Context: an optimization exercise on an open-source flow, tuned for small area, a short achievable clock period and few clock cycles. The choices shown serve that exercise and are no tape-out recipe.
At most, simulation tests tie the RTL to the original design; equivalence was not proved.
Power figures rest on the tool's default switching activity, not on a simulated workload.

== run 1 ==
==> module strv2_vlc_dec, before the edit <==
module strv2_vlc_dec (
    input  wire        clk,
    input  wire        rst,             
    input  wire        start,
    input  wire        cfg_qmode,       
    input  wire [5:0]  cfg_qscale,      
    input  wire [15:0] cfg_mbtotal,     
    input  wire        in_valid,
    output wire        in_ready,
    input  wire [15:0] in_data,
    output reg         out_valid,
    input  wire        out_ready,
    output reg  [15:0] out_data,
    output wire        done,            
    output wire        fault,           
    output wire [1:0]  err_code,        
    output reg  [31:0] bit_count,       
    output reg  [15:0] esc_zero_count   
);
    localparam [15:0] EOD_WORD = 16'hFE00;
    localparam [2:0] S_IDLE   = 3'd0,
                     S_DC     = 3'd1,
                     S_AC     = 3'd2,
                     S_DONE   = 3'd3,
                     S_FAULT1 = 3'd5,      
                     S_FAULT2 = 3'd6;      
    reg  [2:0]  state;
    reg         qmode;
    reg  [5:0]  qscale;
    reg  [15:0] mbleft;       
    reg  [2:0]  blk;
    reg  [4:0]  bits_last;    
    reg         esc0_last;    
    reg         eob_last;     
    reg  [47:0] sbuf;
    reg  [5:0]  cnt;
    wire st_dc    = (state == S_DC);
    wire st_ac    = (state == S_AC);
    wire decoding = st_dc || st_ac;
    wire st_fault = (state == S_FAULT1) || (state == S_FAULT2);
    wire room     = (cnt <= 6'd32);
    wire begin_fr = !decoding && start;
    assign in_ready = !decoding || room;
    assign done     = (state == S_DONE) && !out_valid;
    assign fault    = st_fault && !out_valid;
    assign err_code = {state == S_FAULT2, state == S_FAULT1};
    wire take = in_valid && in_ready;
    wire [69:0] ext = {sbuf, 22'd0};
    wire [21:0] win = ext[cnt +: 22];
    wire [16:0] w = win[21:5];
    reg  [4:0]  ac_len;      
    reg         ac_eob, ac_esc, ac_err;
    reg         ac_sign;     
    always @(*) begin
        ac_eob = 1'b0; ac_esc = 1'b0; ac_err = 1'b0; ac_sign = 1'b0;
        casez (w[16:5])
            12'b10??????????: begin ac_len = 5'd2;  ac_eob = 1'b1; end
            12'b11??????????: begin ac_len = 5'd3;  ac_sign = w[14]; end
            12'b011?????????: begin ac_len = 5'd4;  ac_sign = w[13]; end
            12'b010?????????: begin ac_len = 5'd5;  ac_sign = w[12]; end
            12'b00100???????: begin ac_len = 5'd9;  ac_sign = w[8]; end
            12'b001?????????: begin ac_len = 5'd6;  ac_sign = w[11]; end
            12'b0001????????: begin ac_len = 5'd7;  ac_sign = w[10]; end
            12'b00001???????: begin ac_len = 5'd8;  ac_sign = w[9]; end
            12'b000001??????: begin ac_len = 5'd22; ac_esc = 1'b1; end
            12'b0000001?????: begin ac_len = 5'd11; ac_sign = w[6]; end
            12'b00000001????: begin ac_len = 5'd13; ac_sign = w[4]; end
            12'b000000001???: begin ac_len = 5'd14; ac_sign = w[3]; end
            12'b0000000001??: begin ac_len = 5'd15; ac_sign = w[2]; end
            12'b00000000001?: begin ac_len = 5'd16; ac_sign = w[1]; end
            12'b000000000001: begin ac_len = 5'd17; ac_sign = w[0]; end
            default:          begin ac_len = 5'd12; ac_err = 1'b1; end
        endcase
    end
    wire [1:0] t_kind;
    wire [4:0] t_plen;
    wire [5:0] t_run;
    wire [5:0] t_level;
    strv2_ac_table u_table (
        .win   (w),
        .kind  (t_kind),
        .plen  (t_plen),
        .run   (t_run),
        .level (t_level)
    );
    wire [5:0]  lv_low   = {|t_level[4:0], |t_level[3:0], |t_level[2:0],
                            |t_level[1:0], t_level[0], 1'b0};    
    wire [9:0]  ac_bot   = {{4{ac_sign}}, t_level ^ ({6{ac_sign}} & lv_low)};
    wire [15:0] esc_word = win[15:0];
    wire [15:0] dc_word  = qmode ? win[21:6] : {qscale, win[21:12]};
    wire [15:0] word = st_dc ? dc_word : ac_esc ? esc_word : ac_eob ? EOD_WORD : {t_run, ac_bot};
    wire [4:0]  len  = st_dc ? (qmode ? 5'd16 : 5'd10) : ac_len;
    wire [5:0]  left = cnt - {1'b0, len};              
    wire        short_code = |w[16:12];
    wire        esc_code   = (w[16:11] == 6'b000001);
    wire        have = st_dc ? (cnt >= 6'd16) :
                       (cnt >= 6'd22) || (cnt >= 6'd17 && !esc_code) || (cnt >= 6'd9 && short_code);
    wire        bad  = st_dc ? (dc_word == EOD_WORD) :
                       (ac_err || (ac_esc && esc_word == EOD_WORD));
    wire out_free = !out_valid || out_ready;
    wire go       = decoding && out_free && have;
    wire emit     = go && !bad;
    wire last_blk = (blk == 3'd5);
    wire last_mb  = (mbleft == 16'd1);
    wire [5:0] add = take ? 6'd16 : 6'd0;
    always @(posedge clk) begin
        if (take)
            sbuf <= {sbuf[31:0], in_data};
        if (out_free)
            out_data <= word;
        if (begin_fr) begin
            qmode  <= cfg_qmode;
            qscale <= cfg_qscale;
        end
        cnt       <= begin_fr ? add : emit ? (left + add) : (cnt + add);
        bits_last <= emit ? len : 5'd0;
        esc0_last <= emit && st_ac && ac_esc && (esc_word[9:0] == 10'd0);
        eob_last  <= emit && st_ac && ac_eob;
        bit_count      <= begin_fr ? 32'd0 : bit_count + {27'd0, bits_last};
        esc_zero_count <= begin_fr ? 16'd0 : esc_zero_count + {15'd0, esc0_last};
        if (begin_fr) begin
            mbleft <= cfg_mbtotal;
            blk    <= 3'd0;
        end else if (eob_last) begin
            if (last_blk) begin
                blk    <= 3'd0;
                mbleft <= mbleft - 16'd1;
            end else begin
                blk <= blk + 3'd1;
            end
        end
    end
    always @(posedge clk) begin
        if (rst) begin
            state     <= S_IDLE;
            out_valid <= 1'b0;
        end else begin
            if (out_valid && out_ready)
                out_valid <= 1'b0;
            if (begin_fr) begin
                if (cfg_mbtotal == 16'd0 || (!cfg_qmode && cfg_qscale == 6'd0))
                    state <= S_FAULT2;
                else
                    state <= S_DC;
            end else if (decoding) begin
                if (go && bad)
                    state <= S_FAULT1;
                if (emit) begin
                    out_valid <= 1'b1;
                    if (st_dc)
                        state <= S_AC;
                    if (st_ac && ac_eob)
                        state <= (last_blk && last_mb) ? S_DONE : S_DC;
                end
            end
        end
    end
endmodule
Settings: LEC_CHECK=0, ABC_AREA=1, CAP_MARGIN=20, CORE_MARGIN=2, CORE_UTILIZATION=40, PLACE_DENSITY=0.6, SETUP_SLACK_MARGIN=3, SLEW_MARGIN=20; clock period 8.0 ns.
run.sh (not shown) runs the stock make flow with config.mk's settings and CLKGATE_MAP_FILE= SYNTH_SCRIPT=/design/flow/synth_recipe.tcl, a recipe that flattens the netlist after the stock synthesis.
Run 1: done, clean on timing, DRC and antenna
Inputs modified between run 1 and run 2:
--- a/flow/design.v
+++ b/flow/design.v
@@ -208,13 +208,12 @@
         .kind  (t_kind),
         .plen  (t_plen),
         .run   (t_run),
         .level (t_level)
     );
-    wire [5:0]  lv_low   = {|t_level[4:0], |t_level[3:0], |t_level[2:0],
-                            |t_level[1:0], t_level[0], 1'b0};    
-    wire [9:0]  ac_bot   = {{4{ac_sign}}, t_level ^ ({6{ac_sign}} & lv_low)};
+    wire [9:0]  ac_mag   = {4'd0, t_level};
+    wire [9:0]  ac_bot   = ac_sign ? (10'd0 - ac_mag) : ac_mag;
     wire [15:0] esc_word = win[15:0];
     wire [15:0] dc_word  = qmode ? win[21:6] : {qscale, win[21:12]};
     wire [15:0] word = st_dc ? dc_word : ac_esc ? esc_word : ac_eob ? EOD_WORD : {t_run, ac_bot};
     wire [4:0]  len  = st_dc ? (qmode ? 5'd16 : 5'd10) : ac_len;
     wire [5:0]  left = cnt - {1'b0, len};              
Findings:
- Run 2 ends up with a worst slew margin relative to its limit that is 10 points lower than in run 1.
- Clock period minus worst slack (run 2 over run 1): decrease, 0.044 ns
- Between run 2 and run 1, post-DP HPWL is higher for run 1, run 2 comes in under that.
- Comparing run 2 and run 1, the lower number of global-route vias before repair was measured on run 2.
- From run 1 to run 2 the numbers moved as follows: highest clock rate moved up, global-route wire length before repair lost 2.5%, area of all placed cells without fillers went down 3.3%.
No run of this note included a check of the RTL's function; only the layout flow was run.

* * *

strv2_vlc_dec, a different RTL version from the one above (not shown whole).
For scale: roughly 1700 cells after synthesis, ~150 flip-flops, roughly 110 I/O pins, about 11000 um2 of cells after synthesis.
==> module strv2_vlc_dec, before the edit <==
module strv2_vlc_dec (
    input  wire        clk,
    input  wire        rst,             
    input  wire        start,
    input  wire        cfg_qmode,       
    input  wire [5:0]  cfg_qscale,      
    input  wire [15:0] cfg_mbtotal,     
    input  wire        in_valid,
    output wire        in_ready,
    input  wire [15:0] in_data,
    output reg         out_valid,
    input  wire        out_ready,
    output reg  [15:0] out_data,
    output wire        done,            
    output wire        fault,           
    output wire [1:0]  err_code,        
    output reg  [31:0] bit_count,       
    output reg  [15:0] esc_zero_count   
);
    localparam [15:0] EOD_WORD = 16'hFE00;
    localparam [2:0] S_IDLE   = 3'd0,
                     S_DC     = 3'd1,
                     S_AC     = 3'd2,
                     S_DONE   = 3'd3,
                     S_FAULT1 = 3'd5,      
                     S_FAULT2 = 3'd6;      
    reg  [2:0]  state;
    reg         qmode;
    reg  [5:0]  qscale;
    reg  [15:0] mbleft;       
    reg  [2:0]  blk;
    reg  [4:0]  bits_last;    
    reg         esc0_last;    
    reg         eob_last;     
    reg  [46:0] sbuf;
    reg  [5:0]  q;
    wire        q_neg = q[5];
    wire st_dc    = (state == S_DC);
    wire st_ac    = (state == S_AC);
    wire decoding = st_dc || st_ac;
    wire st_fault = (state == S_FAULT1) || (state == S_FAULT2);
    wire room     = q_neg || !q[4];                  
    wire begin_fr = !decoding && start;
    assign in_ready = !decoding || room;
    assign done     = (state == S_DONE) && !out_valid;
    assign fault    = st_fault && !out_valid;
    assign err_code = {state == S_FAULT2, state == S_FAULT1};
    wire take = in_valid && in_ready;
    wire [52:0] ext = {sbuf, 6'd0};
    wire [21:0] win = ext[q[4:0] +: 22];
    wire [16:0] w = win[21:5];
    reg  [4:0]  ac_len;      
    reg         ac_eob, ac_esc, ac_err;
    reg         ac_sign;     
    always @(*) begin
        ac_eob = 1'b0; ac_esc = 1'b0; ac_err = 1'b0; ac_sign = 1'b0;
        casez (w[16:5])
            12'b10??????????: begin ac_len = 5'd2;  ac_eob = 1'b1; end
            12'b11??????????: begin ac_len = 5'd3;  ac_sign = w[14]; end
            12'b011?????????: begin ac_len = 5'd4;  ac_sign = w[13]; end
            12'b010?????????: begin ac_len = 5'd5;  ac_sign = w[12]; end
            12'b00100???????: begin ac_len = 5'd9;  ac_sign = w[8]; end
            12'b001?????????: begin ac_len = 5'd6;  ac_sign = w[11]; end
            12'b0001????????: begin ac_len = 5'd7;  ac_sign = w[10]; end
            12'b00001???????: begin ac_len = 5'd8;  ac_sign = w[9]; end
            12'b000001??????: begin ac_len = 5'd22; ac_esc = 1'b1; end
            12'b0000001?????: begin ac_len = 5'd11; ac_sign = w[6]; end
            12'b00000001????: begin ac_len = 5'd13; ac_sign = w[4]; end
            12'b000000001???: begin ac_len = 5'd14; ac_sign = w[3]; end
            12'b0000000001??: begin ac_len = 5'd15; ac_sign = w[2]; end
            12'b00000000001?: begin ac_len = 5'd16; ac_sign = w[1]; end
            12'b000000000001: begin ac_len = 5'd17; ac_sign = w[0]; end
            default:          begin ac_len = 5'd12; ac_err = 1'b1; end
        endcase
    end
    wire [5:0] t_run;
    wire [5:0] t_level;
    strv2_ac_table u_table (
        .win   (w),
        .run   (t_run),
        .level (t_level)
    );
    wire [5:0]  lv_low   = {|t_level[4:0], |t_level[3:0], |t_level[2:0],
                            |t_level[1:0], t_level[0], 1'b0};    
    wire [9:0]  ac_bot   = {{4{ac_sign}}, t_level ^ ({6{ac_sign}} & lv_low)};
    wire [15:0] esc_word = win[15:0];
    wire [15:0] dc_word  = qmode ? win[21:6] : {qscale, win[21:12]};
    wire [15:0] word = st_dc ? dc_word : ac_esc ? esc_word : ac_eob ? EOD_WORD : {t_run, ac_bot};
    wire [4:0]  len  = st_dc ? (qmode ? 5'd16 : 5'd10) : ac_len;
    wire [5:0]  left = q - {1'b0, len};                
    wire        esc_code   = (w[16:11] == 6'b000001);
    wire        short_code = |w[16:12];
    wire        ge17       = !q_neg && (q[4:0] != 5'd0);
    wire        ge22       = !q_neg && (q[4:0] >= 5'd6);
    wire        have = ge22 || (!q_neg && (st_dc || short_code)) || (ge17 && !esc_code);
    wire        bad  = st_dc ? (dc_word == EOD_WORD) :
                       (ac_err || (ac_esc && esc_word == EOD_WORD));
    wire out_free = !out_valid || out_ready;
    wire go       = decoding && out_free && have;
    wire emit     = go && !bad;
    wire last_blk = (blk == 3'd5);
    wire last_mb  = (mbleft == 16'd1);
    wire [5:0] add = take ? 6'd16 : 6'd0;
    wire [5:0] q0  = take ? 6'b000000 : 6'b110000;    
    always @(posedge clk) begin
        if (take)
            sbuf <= {sbuf[30:0], in_data};
        if (out_free)
            out_data <= word;
        if (begin_fr) begin
            qmode  <= cfg_qmode;
            qscale <= cfg_qscale;
        end
        q         <= begin_fr ? q0 : emit ? (left + add) : (q + add);
        bits_last <= emit ? len : 5'd0;
        esc0_last <= emit && st_ac && ac_esc && (esc_word[9:0] == 10'd0);
        eob_last  <= emit && st_ac && ac_eob;
        bit_count      <= begin_fr ? 32'd0 : bit_count + {27'd0, bits_last};
        esc_zero_count <= begin_fr ? 16'd0 : esc_zero_count + {15'd0, esc0_last};
        if (begin_fr) begin
            mbleft <= cfg_mbtotal;
            blk    <= 3'd0;
        end else if (eob_last) begin
            if (last_blk) begin
                blk    <= 3'd0;
                mbleft <= mbleft - 16'd1;
            end else begin
                blk <= blk + 3'd1;
            end
        end
    end
    always @(posedge clk) begin
        if (rst) begin
            state     <= S_IDLE;
            out_valid <= 1'b0;
        end else begin
            if (out_valid && out_ready)
                out_valid <= 1'b0;
            if (begin_fr) begin
                if (cfg_mbtotal == 16'd0 || (!cfg_qmode && cfg_qscale == 6'd0))
                    state <= S_FAULT2;
                else
                    state <= S_DC;
            end else if (decoding) begin
                if (go && bad)
                    state <= S_FAULT1;
                if (emit) begin
                    out_valid <= 1'b1;
                    if (st_dc)
                        state <= S_AC;
                    if (st_ac && ac_eob)
                        state <= (last_blk && last_mb) ? S_DONE : S_DC;
                end
            end
        end
    end
endmodule
export LEC_CHECK = 0
export ABC_AREA = 1
export CAP_MARGIN = 20
export CORE_MARGIN = 2
export CORE_UTILIZATION = 40
export PLACE_DENSITY = 0.6
export SETUP_SLACK_MARGIN = 3
export SLEW_MARGIN = 20
create_clock -name core_clock -period 8.0 [get_ports {clk}]
The starting point produced a clean layout.
Testbench counts at the start, summed over its fixed seeds: cycles 12,142.
Rerun with:
--- a/flow/design.v
+++ b/flow/design.v
@@ -240,26 +240,25 @@
     reg  [15:0] mbleft;       
     reg  [2:0]  blk;
     reg  [4:0]  bits_last;    
     reg         esc0_last;    
     reg         eob_last;     
-    reg  [46:0] sbuf;
-    reg  [5:0]  q;
-    wire        q_neg = q[5];
+    reg  [47:0] sbuf;
+    reg  [5:0]  cnt;
     wire st_dc    = (state == S_DC);
     wire st_ac    = (state == S_AC);
     wire decoding = st_dc || st_ac;
     wire st_fault = (state == S_FAULT1) || (state == S_FAULT2);
-    wire room     = q_neg || !q[4];                  
+    wire room     = (cnt <= 6'd32);
     wire begin_fr = !decoding && start;
     assign in_ready = !decoding || room;
     assign done     = (state == S_DONE) && !out_valid;
     assign fault    = st_fault && !out_valid;
     assign err_code = {state == S_FAULT2, state == S_FAULT1};
     wire take = in_valid && in_ready;
-    wire [52:0] ext = {sbuf, 6'd0};
-    wire [21:0] win = ext[q[4:0] +: 22];
+    wire [69:0] ext = {sbuf, 22'd0};
+    wire [21:0] win = ext[cnt +: 22];
     wire [16:0] w = win[21:5];
     reg  [4:0]  ac_len;      
     reg         ac_eob, ac_esc, ac_err;
     reg         ac_sign;     
     always @(*) begin
@@ -295,35 +294,33 @@
     wire [9:0]  ac_bot   = {{4{ac_sign}}, t_level ^ ({6{ac_sign}} & lv_low)};
     wire [15:0] esc_word = win[15:0];
     wire [15:0] dc_word  = qmode ? win[21:6] : {qscale, win[21:12]};
     wire [15:0] word = st_dc ? dc_word : ac_esc ? esc_word : ac_eob ? EOD_WORD : {t_run, ac_bot};
     wire [4:0]  len  = st_dc ? (qmode ? 5'd16 : 5'd10) : ac_len;
-    wire [5:0]  left = q - {1'b0, len};                
-    wire        esc_code   = (w[16:11] == 6'b000001);
+    wire [5:0]  left = cnt - {1'b0, len};              
     wire        short_code = |w[16:12];
-    wire        ge17       = !q_neg && (q[4:0] != 5'd0);
-    wire        ge22       = !q_neg && (q[4:0] >= 5'd6);
-    wire        have = ge22 || (!q_neg && (st_dc || short_code)) || (ge17 && !esc_code);
+    wire        esc_code   = (w[16:11] == 6'b000001);
+    wire        have = st_dc ? (cnt >= 6'd16) :
+                       (cnt >= 6'd22) || (cnt >= 6'd17 && !esc_code) || (cnt >= 6'd9 && short_code);
     wire        bad  = st_dc ? (dc_word == EOD_WORD) :
                        (ac_err || (ac_esc && esc_word == EOD_WORD));
     wire out_free = !out_valid || out_ready;
     wire go       = decoding && out_free && have;
     wire emit     = go && !bad;
     wire last_blk = (blk == 3'd5);
     wire last_mb  = (mbleft == 16'd1);
     wire [5:0] add = take ? 6'd16 : 6'd0;
-    wire [5:0] q0  = take ? 6'b000000 : 6'b110000;    
     always @(posedge clk) begin
         if (take)
-            sbuf <= {sbuf[30:0], in_data};
+            sbuf <= {sbuf[31:0], in_data};
         if (out_free)
             out_data <= word;
         if (begin_fr) begin
             qmode  <= cfg_qmode;
             qscale <= cfg_qscale;
         end
-        q         <= begin_fr ? q0 : emit ? (left + add) : (q + add);
+        cnt       <= begin_fr ? add : emit ? (left + add) : (cnt + add);
         bits_last <= emit ? len : 5'd0;
         esc0_last <= emit && st_ac && ac_esc && (esc_word[9:0] == 10'd0);
         eob_last  <= emit && st_ac && ac_eob;
         bit_count      <= begin_fr ? 32'd0 : bit_count + {27'd0, bits_last};
         esc_zero_count <= begin_fr ? 16'd0 : esc_zero_count + {15'd0, esc0_last};
Effect: Synthesized area went up by 7.9%. Die area rose by 7.7%. Routed wire length climbs by 11%. Worst setup slack improves by 0.083 ns. Total power went up by 12%. Register-to-register slack gets better by 0.08 ns. Count of clock-buffer cells in the layout decreases by 2.
For the second run of this note, only the layout was checked, not whether the RTL still works.

## static timing again, ports no longer ideal
No port has a modelled driver above. Below, the same layouts with a new extraction and two added sets of constraints. Step 1 (the two cells are an assumption about what drives the block):
set clk [get_ports {clk}]
set_driving_cell -lib_cell sky130_fd_sc_hd__clkbuf_16 $clk
set_driving_cell -lib_cell sky130_fd_sc_hd__buf_2 [delete_from_list [all_inputs] $clk]
Step 2 moves the port delays by t, midway between the first and last clock arrival at a register: inputs arrive t later, outputs are due t later. That takes back most of the time a late clock gives input paths. Three values: ideal, step 1, step 2; two values: the first two.
| run | t, ns | slack for setup (ns) | worst register clock-pin slew, ns | pins driven straight from the clock port |
|---|---|---|---|---|
| run 1 | 0.494 | 3.269 / 3.269 / 3.269 | 0.07 / 0.07 | 1 |
| run 2 | 0.487 | 3.313 / 3.313 / 3.313 | 0.07 / 0.07 | 1 |
| the first run of note 2 | 0.473 | 3.244 / 3.244 / 3.244 | 0.07 / 0.07 | 1 |
| the second run of note 2 | 0.496 | 3.327 / 3.327 / 3.327 | 0.07 / 0.07 | 1 |
After both steps every run listed still meets setup and hold.
